What follows belongs to an exercise in optimizing a design on an open flow for small area and a short achievable clock period; a production flow would make more cautious choices. Function was checked by simulation only, so behaviour that the tests miss may differ from the original.

==> inputs of v29 <==
Design cia402_fsm, start of the top module:
module cia402_fsm (
  input  wire         clk,
  input  wire         rst,
  input  wire         start,
  input  wire         operational,
  input  wire         stop_req,
  input  wire [31:0]  cfg_target_vel,
  input  wire [7:0]   cfg_mode,
  input  wire [15:0]  cfg_max_torque,
  output wire         ex_req,
  input  wire         ex_valid,
  input  wire         ex_resp_fresh,
  input  wire [127:0] ex_in,
  input  wire [15:0]  ex_wkc,
  output wire [127:0] ex_out,
  output wire [2:0]   phase,
  output wire         exit_code,
  output wire [2:0]   dstate,
  output wire [32:0]  delta,
  output wire         delta_valid,
  output wire         moving,
  output wire         enable_evt,
  output wire [31:0]  enable_pos,
  output wire         report_valid,
  output wire [63:0]  report_cycle,
  output wire [15:0]  report_status,
  output wire [15:0]  report_control,
  output wire [31:0]  report_position,
  output wire [32:0]  report_delta,
  output wire [35:0]  report_rpm,
  output wire [31:0]  report_velocity,
  ...
export LEC_CHECK = 0
export CAP_MARGIN = 20
export CORE_MARGIN = 2
export CORE_UTILIZATION = 40
export CTS_BUF_LIST = sky130_fd_sc_hd__clkbuf_8
export SETUP_SLACK_MARGIN = 5
export SLEW_MARGIN = 20
export SYNTH_HIERARCHICAL = 1
export SYNTH_MINIMUM_KEEP_SIZE = 0
create_clock -name core_clock -period 8.0 [get_ports {clk}]
standard.sh (not shown) runs the stock make flow with config.mk's settings and CLKGATE_MAP_FILE= SYNTH_SCRIPT=/design/flow/synth_recipe.tcl, a recipe that flattens the netlist after the stock synthesis.
==> flow/flow/run.sh <==
#!/bin/bash
# The standard layout (standard.sh: the standard flow's synthesis, floorplan, place, CTS, route), with the
# port buffers that placement inserts on every input and output made from the small
# sky130_fd_sc_hd__buf_1 instead of the default pick; repair may still resize them.
set -euo pipefail
bash standard.sh 'BUFFER_PORTS_ARGS=-buffer_cell sky130_fd_sc_hd__buf_1' finish > standard_flow.log 2>&1
==> v5: changes against v29 <==
--- a/flow/design.v
+++ b/flow/design.v
@@ -151,54 +151,22 @@
   input  wire k,
   input  wire r,
   output wire y
 );
   assign y = nrst && ((a && x) || (!(a && k) && r));
 endmodule
-module cia402_zo (
-  input  wire a1,
-  input  wire b1,
-  input  wire a0,
-  input  wire b0,
-  output wire zt,
-  output wire ot
-);
-  wire h = a1 ^ b1;
-  assign zt = h ~^ (a0 | b0);
-  assign ot = h ^ (a0 & b0);
-endmodule
-module cia402_nand4 (
-  input  wire [3:0] x,
-  output wire       y
-);
-  assign y = !(&x);
-endmodule
-module cia402_nand2 (
-  input  wire [1:0] x,
-  output wire       y
-);
-  assign y = !(&x);
-endmodule
-module cia402_nor3 (
-  input  wire [2:0] x,
-  output wire       y
-);
-  assign y = !(|x);
-endmodule
 module cia402_run (
   input  wire c,
   input  wire h,
-  input  wire z1,
-  input  wire z2,
-  input  wire o1,
-  input  wire o2,
+  input  wire zb,
+  input  wire ob,
   output wire zero,
   output wire ones
 );
-  assign zero = (c == h) && z1 && z2;
-  assign ones = (c != h) && o1 && o2;
+  assign zero = (c == h) && zb;
+  assign ones = (c != h) && ob;
 endmodule
 module cia402_ge (
   input  wire [4:0] d,
   input  wire       lz,
   input  wire       lo,
   output wire       ge1001,
@@ -217,73 +185,35 @@
   output wire y
 );
   wire near = (z && !ge1001) || (o && ge24);
   assign y = (s && !near) || q;
 endmodule
 module cia402_near (
-  input  wire [9:0] a,
-  input  wire [9:0] b,
+  input  wire [9:0] h,
   input  wire [5:0] c,
+  input  wire [8:5] t,
+  input  wire [8:5] n,
   input  wire       z,
   input  wire       o,
   input  wire       s,
   input  wire       q,
   output wire       y
 );
-  wire [5:0] h;
   wire [4:0] d;
-  wire [9:6] zt, ot;
   genvar i;
   generate
-    for (i = 0; i < 6; i = i + 1) begin : hl
-      cia402_x2 u (.a(a[i]), .b(b[i]), .y(h[i]));
-    end
     for (i = 0; i < 5; i = i + 1) begin : dl
       cia402_x2 u (.a(h[i]), .b(c[i]), .y(d[i]));
     end
-    for (i = 6; i < 10; i = i + 1) begin : tl
-      cia402_zo u (.a1(a[i]), .b1(b[i]), .a0(a[i-1]), .b0(b[i-1]), .zt(zt[i]), .ot(ot[i]));
-    end
   endgenerate
   wire lz, lo, ge1001, ge24;
-  cia402_run u_run (.c(c[5]), .h(h[5]), .z1(zt[6] & zt[7]), .z2(zt[8] & zt[9]),
-                    .o1(ot[6] & ot[7]), .o2(ot[8] & ot[9]), .zero(lz), .ones(lo));
+  cia402_run u_run (.c(c[5]), .h(h[5]), .zb(&(h[9:6] ~^ t[8:5])), .ob(&(h[9:6] ^ n[8:5])),
+                    .zero(lz), .ones(lo));
   cia402_ge u_ge (.d(d), .lz(lz), .lo(lo), .ge1001(ge1001), .ge24(ge24));
   cia402_mv u_mv (.z(z), .o(o), .ge1001(ge1001), .ge24(ge24), .s(s), .q(q), .y(y));
 endmodule
-module cia402_hi (
-  input  wire [32:9] a,
-  input  wire [32:9] b,
-  input  wire        c,
-  output wire        zero,
-  output wire        ones
-);
-  wire [32:11] zt, ot;
-  genvar i;
-  generate
-    for (i = 11; i <= 32; i = i + 1) begin : tl
-      cia402_zo u (.a1(a[i]), .b1(b[i]), .a0(a[i-1]), .b0(b[i-1]), .zt(zt[i]), .ot(ot[i]));
-    end
-  endgenerate
-  wire [5:0] zg, og;
-  generate
-    for (i = 0; i < 5; i = i + 1) begin : g4
-      cia402_nand4 uz (.x(zt[11+4*i +: 4]), .y(zg[i]));
-      cia402_nand4 uo (.x(ot[11+4*i +: 4]), .y(og[i]));
-    end
-  endgenerate
-  cia402_nand2 uz5 (.x(zt[32:31]), .y(zg[5]));
-  cia402_nand2 uo5 (.x(ot[32:31]), .y(og[5]));
-  wire z1, z2, o1, o2, h10;
-  cia402_nor3 uz1 (.x(zg[2:0]), .y(z1));
-  cia402_nor3 uz2 (.x(zg[5:3]), .y(z2));
-  cia402_nor3 uo1 (.x(og[2:0]), .y(o1));
-  cia402_nor3 uo2 (.x(og[5:3]), .y(o2));
-  cia402_x2 uh (.a(a[10]), .b(b[10]), .y(h10));
-  cia402_run ur (.c(c), .h(h10), .z1(z1), .z2(z2), .o1(o1), .o2(o2), .zero(zero), .ones(ones));
-endmodule
 module cia402_keep (
   input  wire nrst,
   input  wire x1,
   input  wire x2,
   input  wire e,
   output wire y
@@ -401,20 +331,24 @@
   wire [32:0] dB = ~{sp_eff[31], sp_eff};
   wire [32:0] ex_delta, dC;
   cia402_add #(.W(33), .CI(1)) u_delta (.a(dA), .b(dB), .s(ex_delta), .co(dC));
   wire [35:0] ex_rpm, rC;
   cia402_add #(.W(36), .CI(1)) u_rpm (.a({ex_vel, 4'd0}), .b(~{{4{ex_vel[31]}}, ex_vel}),
                                        .s(ex_rpm), .co(rC));
+  wire [32:0] dH = dA ^ dB;
+  wire [32:0] dO = dA | dB;
+  wire [32:0] dN = dA & dB;
   wire hi_zero, hi_ones;
-  cia402_hi u_hi (.a(dA[32:9]), .b(dB[32:9]), .c(dC[10]), .zero(hi_zero), .ones(hi_ones));
+  cia402_run u_hi (.c(dC[10]), .h(dH[10]), .zb(&(dH[32:11] ~^ dO[31:10])),
+                   .ob(&(dH[32:11] ^ dN[31:10])), .zero(hi_zero), .ones(hi_ones));
   wire keep_delta;
   cia402_keep u_keep (.nrst(!rst), .x1(do_cycle && !motor_enabled && ex_resp_fresh),
                       .x2(do_cycle && !motor_enabled && !ex_resp_fresh && q_open),
                       .e(ex_open), .y(keep_delta));
   wire moving_nx;
-  cia402_near u_near (.a(dA[9:0]), .b(dB[9:0]), .c(dC[5:0]),
+  cia402_near u_near (.h(dH[9:0]), .c(dC[5:0]), .t(dO[8:5]), .n(dN[8:5]),
                       .z(hi_zero), .o(hi_ones),
                       .s(keep_delta && take_in && motor_enabled),
                       .q(keep_delta && !take_in && moving_q), .y(moving_nx));
   wire run_next   = rst || (run_flag && !stop_req);
   wire run_act_nx = !rst && !stop_req && (run_act_q || (do_start && run_flag));
   wire drain_nx   = !rst && (do_stop || (drain_q && !do_halt));
--- a/flow/config.mk
+++ b/flow/config.mk
@@ -5,11 +5,11 @@
 export SDC_FILE = /design/flow/constraint.sdc
 export NUM_CORES = 4
 export LEC_CHECK = 0
 export CAP_MARGIN = 20
 export CORE_MARGIN = 2
 export CORE_UTILIZATION = 40
-export CTS_BUF_LIST = sky130_fd_sc_hd__clkbuf_8
+export CTS_BUF_LIST = sky130_fd_sc_hd__clkbuf_4
 export SETUP_SLACK_MARGIN = 5
 export SLEW_MARGIN = 20
 export SYNTH_HIERARCHICAL = 1
 export SYNTH_MINIMUM_KEEP_SIZE = 0
==> v9: changes against v29 <==
--- a/flow/design.v
+++ b/flow/design.v
@@ -94,25 +94,183 @@
         end else begin : pass
           assign g[l*W+i] = g[(l-1)*W+i];
           assign p[l*W+i] = p[(l-1)*W+i];
         end
       end
     end
-    for (i = 0; i < W; i = i + 1) begin : cout
+  endgenerate
+  wire [W-1:0] h = a ^ b;
+  generate
+    for (i = 0; i < W; i = i + 1) begin : sum
       if (i == 0) begin : c0
         assign co[0] = CI;
+        assign s[0]  = CI ? !h[0] : h[0];
       end else begin : ck
         localparam integer NI = (i == 1) ? 0 : ((cl2(i) < L) ? cl2(i) : L);
         assign co[i] = ((NI % 2) == 0) ? g[L*W+i-1] : !g[L*W+i-1];
+        if ((NI % 2) == 0) begin : t
+          cia402_x2 u (.a(h[i]), .b(g[L*W+i-1]), .y(s[i]));
+        end else begin : n
+          cia402_x2n u (.a(h[i]), .b(g[L*W+i-1]), .y(s[i]));
+        end
       end
     end
   endgenerate
-  wire [W-1:0] h = a ^ b;
+endmodule
+module cia402_neg4 (
+  input  wire [3:0] v,
+  output wire [3:0] r,
+  output wire       c
+);
+  assign r[0] = v[0];
+  assign r[1] = v[1] ^ v[0];
+  assign r[2] = v[2] ^ (v[1] | v[0]);
+  assign r[3] = v[3] ^ (v[2] | v[1] | v[0]);
+  assign c    = !(v[3] | v[2] | v[1] | v[0]);
+endmodule
+module cia402_gt (
+  input  wire a,
+  input  wire b,
+  output wire g,
+  output wire t
+);
+  assign g = a & b;
+  assign t = a | b;
+endmodule
+module cia402_gtn (
+  input  wire a,
+  input  wire b,
+  output wire gn,
+  output wire tn
+);
+  assign gn = !(a & b);
+  assign tn = !(a | b);
+endmodule
+module cia402_con (
+  input  wire g,
+  input  wire t,
+  input  wire c,
+  output wire yn
+);
+  assign yn = !(g | (t & c));
+endmodule
+module cia402_cop (
+  input  wire gn,
+  input  wire tn,
+  input  wire cn,
+  output wire y
+);
+  assign y = !(gn & (tn | cn));
+endmodule
+module cia402_x2n (
+  input  wire a,
+  input  wire b,
+  output wire y
+);
+  assign y = !(a ^ b);
+endmodule
+module cia402_addhc #(parameter W = 33, parameter CI = 1) (
+  input  wire [W-1:0] a,
+  input  wire [W-1:0] b,
+  input  wire         ci,
+  output wire [W-1:0] s,
+  output wire [W-1:0] co,
+  output wire [W-1:0] h
+);
+  function integer cl2;
+    input integer x;
+    integer v;
+    begin
+      cl2 = 0;
+      v = 1;
+      while (v < x) begin
+        v = v * 2;
+        cl2 = cl2 + 1;
+      end
+    end
+  endfunction
+  function integer npass;
+    input integer i;
+    input integer l;
+    integer k;
+    begin
+      npass = (l >= 1) ? 1 : 0;
+      for (k = 2; k <= l; k = k + 1)
+        if (i >= (1 << (k - 1)) + 1)
+          npass = npass + 1;
+    end
+  endfunction
+  localparam MO = ((W - 1) % 2 == 1) ? W - 1 : W - 2;    
+  localparam L  = cl2(MO + 1);
+  wire [(L+1)*W-1:0] g;
+  wire [(L+1)*W-1:0] p;
+  wire g0 = (CI == 2) ? ci : CI ? (a[0] | b[0]) : (a[0] & b[0]);
+  wire [W-1:0] cv;
+  assign h = a ^ b;
+  genvar l, i;
   generate
+    for (i = 1; i < W; i = i + 2) begin : l1
+      if (i == 1) begin : c
+        cia402_gp1c u (.ah(a[1]), .bh(b[1]), .c(g0), .gn(g[W+1]));
+        assign p[W+1] = 1'b0;
+      end else begin : n
+        cia402_gp1 u (.ah(a[i]), .bh(b[i]), .al(a[i-1]), .bl(b[i-1]),
+                      .gn(g[W+i]), .pn(p[W+i]));
+      end
+    end
+    for (l = 2; l <= L; l = l + 1) begin : lvl
+      for (i = 1; i < W; i = i + 2) begin : col
+        if (i >= (1 << (l - 1)) + 1) begin : node
+          localparam integer J  = i - (1 << (l - 1));
+          localparam integer NJ = npass(J, l - 1);
+          wire gl = ((NJ % 2) == ((l - 1) % 2)) ? g[(l-1)*W+J] : !g[(l-1)*W+J];
+          wire pl = ((NJ % 2) == ((l - 1) % 2)) ? p[(l-1)*W+J] : !p[(l-1)*W+J];
+          if (((l - 1) % 2) == 0) begin : n
+            cia402_gpn u (.gh(g[(l-1)*W+i]), .ph(p[(l-1)*W+i]), .gl(gl), .pl(pl),
+                          .gn(g[l*W+i]), .pn(p[l*W+i]));
+          end else begin : pp
+            cia402_gpp u (.ghn(g[(l-1)*W+i]), .phn(p[(l-1)*W+i]), .gln(gl), .pln(pl),
+                          .g(g[l*W+i]), .p(p[l*W+i]));
+          end
+        end else begin : pass
+          assign g[l*W+i] = g[(l-1)*W+i];
+          assign p[l*W+i] = p[(l-1)*W+i];
+        end
+      end
+    end
+    assign cv[0] = g0;
+    for (i = 1; i < W; i = i + 2) begin : oc
+      assign cv[i] = g[L*W+i];
+    end
+    for (i = 2; i < W; i = i + 2) begin : ev
+      localparam integer NO = npass(i - 1, L);
+      if ((NO % 2) == 0) begin : t
+        wire gi, ti;
+        cia402_gt ug (.a(a[i]), .b(b[i]), .g(gi), .t(ti));
+        cia402_con uc (.g(gi), .t(ti), .c(g[L*W+i-1]), .yn(cv[i]));
+      end else begin : f
+        wire gin, tin;
+        cia402_gtn ug (.a(a[i]), .b(b[i]), .gn(gin), .tn(tin));
+        cia402_cop uc (.gn(gin), .tn(tin), .cn(g[L*W+i-1]), .y(cv[i]));
+      end
+    end
     for (i = 0; i < W; i = i + 1) begin : sum
-      cia402_x2 u (.a(h[i]), .b(co[i]), .y(s[i]));
+      if (i == 0) begin : s0
+        assign co[0] = (CI == 2) ? 1'b0 : CI[0];
+        assign s[0]  = (CI == 2) ? 1'b0 : CI ? !h[0] : h[0];
+      end else begin : sk
+        localparam integer INV = (i - 1 == 0) ? 0 :
+                                 ((i - 1) % 2 == 1) ? (npass(i - 1, L) % 2) :
+                                 (1 - (npass(i - 2, L) % 2));
+        assign co[i] = INV ? !cv[i-1] : cv[i-1];
+        if (INV) begin : n
+          cia402_x2n u (.a(h[i]), .b(cv[i-1]), .y(s[i]));
+        end else begin : t
+          cia402_x2 u (.a(h[i]), .b(cv[i-1]), .y(s[i]));
+        end
+      end
     end
   endgenerate
 endmodule
 module cia402_x2 (
   input  wire a,
   input  wire b,
@@ -152,22 +310,20 @@
   input  wire r,
   output wire y
 );
   assign y = nrst && ((a && x) || (!(a && k) && r));
 endmodule
 module cia402_zo (
-  input  wire a1,
-  input  wire b1,
+  input  wire h1,
   input  wire a0,
   input  wire b0,
   output wire zt,
   output wire ot
 );
-  wire h = a1 ^ b1;
-  assign zt = h ~^ (a0 | b0);
-  assign ot = h ^ (a0 & b0);
+  assign zt = h1 ~^ (a0 | b0);
+  assign ot = h1 ^ (a0 & b0);
 endmodule
 module cia402_nand4 (
   input  wire [3:0] x,
   output wire       y
 );
   assign y = !(&x);
@@ -217,72 +373,69 @@
   output wire y
 );
   wire near = (z && !ge1001) || (o && ge24);
   assign y = (s && !near) || q;
 endmodule
 module cia402_near (
+  input  wire [9:0] h,
   input  wire [9:0] a,
   input  wire [9:0] b,
   input  wire [5:0] c,
   input  wire       z,
   input  wire       o,
   input  wire       s,
   input  wire       q,
   output wire       y
 );
-  wire [5:0] h;
   wire [4:0] d;
   wire [9:6] zt, ot;
   genvar i;
   generate
-    for (i = 0; i < 6; i = i + 1) begin : hl
-      cia402_x2 u (.a(a[i]), .b(b[i]), .y(h[i]));
-    end
     for (i = 0; i < 5; i = i + 1) begin : dl
       cia402_x2 u (.a(h[i]), .b(c[i]), .y(d[i]));
     end
     for (i = 6; i < 10; i = i + 1) begin : tl
-      cia402_zo u (.a1(a[i]), .b1(b[i]), .a0(a[i-1]), .b0(b[i-1]), .zt(zt[i]), .ot(ot[i]));
+      cia402_zo u (.h1(h[i]), .a0(a[i-1]), .b0(b[i-1]), .zt(zt[i]), .ot(ot[i]));
     end
   endgenerate
   wire lz, lo, ge1001, ge24;
   cia402_run u_run (.c(c[5]), .h(h[5]), .z1(zt[6] & zt[7]), .z2(zt[8] & zt[9]),
                     .o1(ot[6] & ot[7]), .o2(ot[8] & ot[9]), .zero(lz), .ones(lo));
   cia402_ge u_ge (.d(d), .lz(lz), .lo(lo), .ge1001(ge1001), .ge24(ge24));
   cia402_mv u_mv (.z(z), .o(o), .ge1001(ge1001), .ge24(ge24), .s(s), .q(q), .y(y));
 endmodule
 module cia402_hi (
+  input  wire [32:10] h,
   input  wire [32:9] a,
   input  wire [32:9] b,
   input  wire        c,
   output wire        zero,
   output wire        ones
 );
   wire [32:11] zt, ot;
   genvar i;
   generate
     for (i = 11; i <= 32; i = i + 1) begin : tl
-      cia402_zo u (.a1(a[i]), .b1(b[i]), .a0(a[i-1]), .b0(b[i-1]), .zt(zt[i]), .ot(ot[i]));
+      cia402_zo u (.h1(h[i]), .a0(a[i-1]), .b0(b[i-1]), .zt(zt[i]), .ot(ot[i]));
     end
   endgenerate
   wire [5:0] zg, og;
   generate
     for (i = 0; i < 5; i = i + 1) begin : g4
       cia402_nand4 uz (.x(zt[11+4*i +: 4]), .y(zg[i]));
       cia402_nand4 uo (.x(ot[11+4*i +: 4]), .y(og[i]));
     end
   endgenerate
   cia402_nand2 uz5 (.x(zt[32:31]), .y(zg[5]));
   cia402_nand2 uo5 (.x(ot[32:31]), .y(og[5]));
-  wire z1, z2, o1, o2, h10;
+  wire z1, z2, o1, o2;
   cia402_nor3 uz1 (.x(zg[2:0]), .y(z1));
   cia402_nor3 uz2 (.x(zg[5:3]), .y(z2));
   cia402_nor3 uo1 (.x(og[2:0]), .y(o1));
   cia402_nor3 uo2 (.x(og[5:3]), .y(o2));
-  cia402_x2 uh (.a(a[10]), .b(b[10]), .y(h10));
-  cia402_run ur (.c(c), .h(h10), .z1(z1), .z2(z2), .o1(o1), .o2(o2), .zero(zero), .ones(ones));
+  cia402_run ur (.c(c), .h(h[10]), .z1(z1), .z2(z2), .o1(o1), .o2(o2), .zero(zero), .ones(ones));
 endmodule
 module cia402_keep (
   input  wire nrst,
   input  wire x1,
   input  wire x2,
   input  wire e,
@@ -397,24 +550,31 @@
   wire [31:0] ex_pos  = ex_in[47:16];
   wire [31:0] ex_vel  = ex_in[79:48];
   wire [31:0] sp_eff = start_pos & {32{motor_enabled}};
   wire [32:0] dA = {ex_pos[31], ex_pos};
   wire [32:0] dB = ~{sp_eff[31], sp_eff};
   wire [32:0] ex_delta, dC;
-  cia402_add #(.W(33), .CI(1)) u_delta (.a(dA), .b(dB), .s(ex_delta), .co(dC));
-  wire [35:0] ex_rpm, rC;
-  cia402_add #(.W(36), .CI(1)) u_rpm (.a({ex_vel, 4'd0}), .b(~{{4{ex_vel[31]}}, ex_vel}),
-                                       .s(ex_rpm), .co(rC));
+  wire [32:0] dH;
+  cia402_addhc #(.W(33), .CI(1)) u_delta (.a(dA), .b(dB), .ci(1'b0), .s(ex_delta),
+                                          .co(dC), .h(dH));
+  wire [35:0] ex_rpm;
+  wire rpm_c4;
+  cia402_neg4 u_neg4 (.v(ex_vel[3:0]), .r(ex_rpm[3:0]), .c(rpm_c4));
+  wire [32:0] rS, rC, rH;
+  cia402_addhc #(.W(33), .CI(2)) u_rpm (.a({ex_vel, 1'b0}),
+                                        .b({~{{4{ex_vel[31]}}, ex_vel[31:4]}, 1'b0}),
+                                        .ci(rpm_c4), .s(rS), .co(rC), .h(rH));
+  assign ex_rpm[35:4] = rS[32:1];
   wire hi_zero, hi_ones;
-  cia402_hi u_hi (.a(dA[32:9]), .b(dB[32:9]), .c(dC[10]), .zero(hi_zero), .ones(hi_ones));
+  cia402_hi u_hi (.h(dH[32:10]), .a(dA[32:9]), .b(dB[32:9]), .c(dC[10]), .zero(hi_zero), .ones(hi_ones));
   wire keep_delta;
   cia402_keep u_keep (.nrst(!rst), .x1(do_cycle && !motor_enabled && ex_resp_fresh),
                       .x2(do_cycle && !motor_enabled && !ex_resp_fresh && q_open),
                       .e(ex_open), .y(keep_delta));
   wire moving_nx;
-  cia402_near u_near (.a(dA[9:0]), .b(dB[9:0]), .c(dC[5:0]),
+  cia402_near u_near (.h(dH[9:0]), .a(dA[9:0]), .b(dB[9:0]), .c(dC[5:0]),
                       .z(hi_zero), .o(hi_ones),
                       .s(keep_delta && take_in && motor_enabled),
                       .q(keep_delta && !take_in && moving_q), .y(moving_nx));
   wire run_next   = rst || (run_flag && !stop_req);
   wire run_act_nx = !rst && !stop_req && (run_act_q || (do_start && run_flag));
   wire drain_nx   = !rst && (do_stop || (drain_q && !do_halt));
==> flow/flow/run.sh (replaced) <==
#!/bin/bash
# The standard layout (standard.sh: the standard flow's synthesis, floorplan, place, CTS, route), with
# - the port buffers that placement inserts on every input and output made from the small
#   sky130_fd_sc_hd__buf_1 instead of the default pick (repair may still resize them);
set -euo pipefail
bash standard.sh 'BUFFER_PORTS_ARGS=-buffer_cell sky130_fd_sc_hd__buf_1' SETUP_SLACK_MARGIN=5.4 finish > standard_flow.log 2>&1
==> flow/config.mk (replaced) <==
export PLATFORM = sky130hd
export DESIGN_NAME = cia402_fsm
export DESIGN_NICKNAME = cia402_fsm
export VERILOG_FILES = /design/flow/design.v
export SDC_FILE = /design/flow/constraint.sdc
export NUM_CORES = 4
export LEC_CHECK = 0
export CAP_MARGIN = 20
export CORE_MARGIN = 2
export CORE_UTILIZATION = 40
export SLEW_MARGIN = 20
export SYNTH_HIERARCHICAL = 1
export SYNTH_MINIMUM_KEEP_SIZE = 0
==> v32: changes against v29 <==
--- a/flow/config.mk
+++ b/flow/config.mk
@@ -5,11 +5,10 @@
 export SDC_FILE = /design/flow/constraint.sdc
 export NUM_CORES = 4
 export LEC_CHECK = 0
 export CAP_MARGIN = 20
 export CORE_MARGIN = 2
 export CORE_UTILIZATION = 40
-export CTS_BUF_LIST = sky130_fd_sc_hd__clkbuf_8
 export SETUP_SLACK_MARGIN = 5
 export SLEW_MARGIN = 20
 export SYNTH_HIERARCHICAL = 1
 export SYNTH_MINIMUM_KEEP_SIZE = 0
==> results.txt <==
Transition time at the pin with the least slew margin: v32 0.868 ns; v5 1.06 ns; v29 0.867 ns; v9 0.852 ns
Largest fanout on the critical path: v32 12; v5 6; v29 6; v9 4
Area taken by flip-flops and latches: v32 7190 um^2; v5 7620 um^2; v29 7210 um^2; v9 7750 um^2
Met3 routed wirelength: v32 3.53 mm; v5 4.20 mm; v29 3.53 mm; v9 4.19 mm
Number of well taps: v32 688; v5 688; v29 688; v9 607
Area of the multi-input gates: v32 12600 um^2; v5 12700 um^2; v29 12500 um^2; v9 11500 um^2
Minimum clock period: v32 2.96 ns; v5 3.02 ns; v29 2.99 ns; v9 2.95 ns
Final GP Congestion: v32 0.927; v5 0.925; v29 0.927; v9 0.889
F_max: v32 338 MHz; v5 331 MHz; v29 335 MHz; v9 339 MHz
Worst path depth: v32 9; v5 1; v29 14; v9 16
Row cnt: v32 84; v5 84; v29 84; v9 79
Vias in the first global route: v32 18100; v5 19500; v29 18200; v9 18200
Beginning of the critical path: v32 ex_in[24]; v5 motor_enabled; v29 ex_in[16]; v9 ex_in[16]
Area growth syn-to-layout: v32 19.2%; v5 28.4%; v29 18.0%; v9 52.3%
Run status: v32 no timing/DRC/antenna violations; v5 no timing/DRC/antenna violations; v29 no timing/DRC/antenna violations; v9 no timing/DRC/antenna violations
CP Capture Point: v32 moving_q; v5 delta_valid; v29 delta_q[22]; v9 moving_q
Initial antenna violation count: v32 6; v5 4; v29 3; v9 3
First-pass GRT wire length: v32 101 mm; v5 104 mm; v29 99.6 mm; v9 102 mm

## port drivers added, routing unchanged
The flow's constraints put no driver on any port. The routed layouts listed below were extracted and timed again, unchanged, in two steps.
Step 1 sets driving cells, clkbuf_16 on the clock port and buf_2 on the other inputs (assumed; they add their load-dependent delay and slew).
Step 2 also shifts input and output timing later by t, the mid clock arrival at the registers, as if the neighbouring blocks saw the same clock.
Slacks: ideal / step 1 / step 2; pairs: ideal / step 1.
run | t, ns | slack for setup (ns) | hold slack, ns | worst setup path at the end | pins driven straight from the clock port
v29 | 0.720 | 5.012 / 4.980 / 4.318 | 0.453 / 0.453 / 0.453 | input to register | 1
v5 | 0.887 | 4.976 / 4.916 / 4.123 | 0.450 / 0.450 / 0.450 | input to register | 1
v9 | 0.623 | 5.048 / 5.056 / 4.432 | 0.455 / 0.455 / 0.455 | input to register | 1
v32 | 0.634 | 5.038 / 4.986 / 4.421 | 0.453 / 0.453 / 0.453 | input to register | 1
After both steps setup and hold are still met in every run listed. For v5, which loses most, drivers alone change the setup slack by -0.060 ns; drivers and shift together by -0.853 ns.
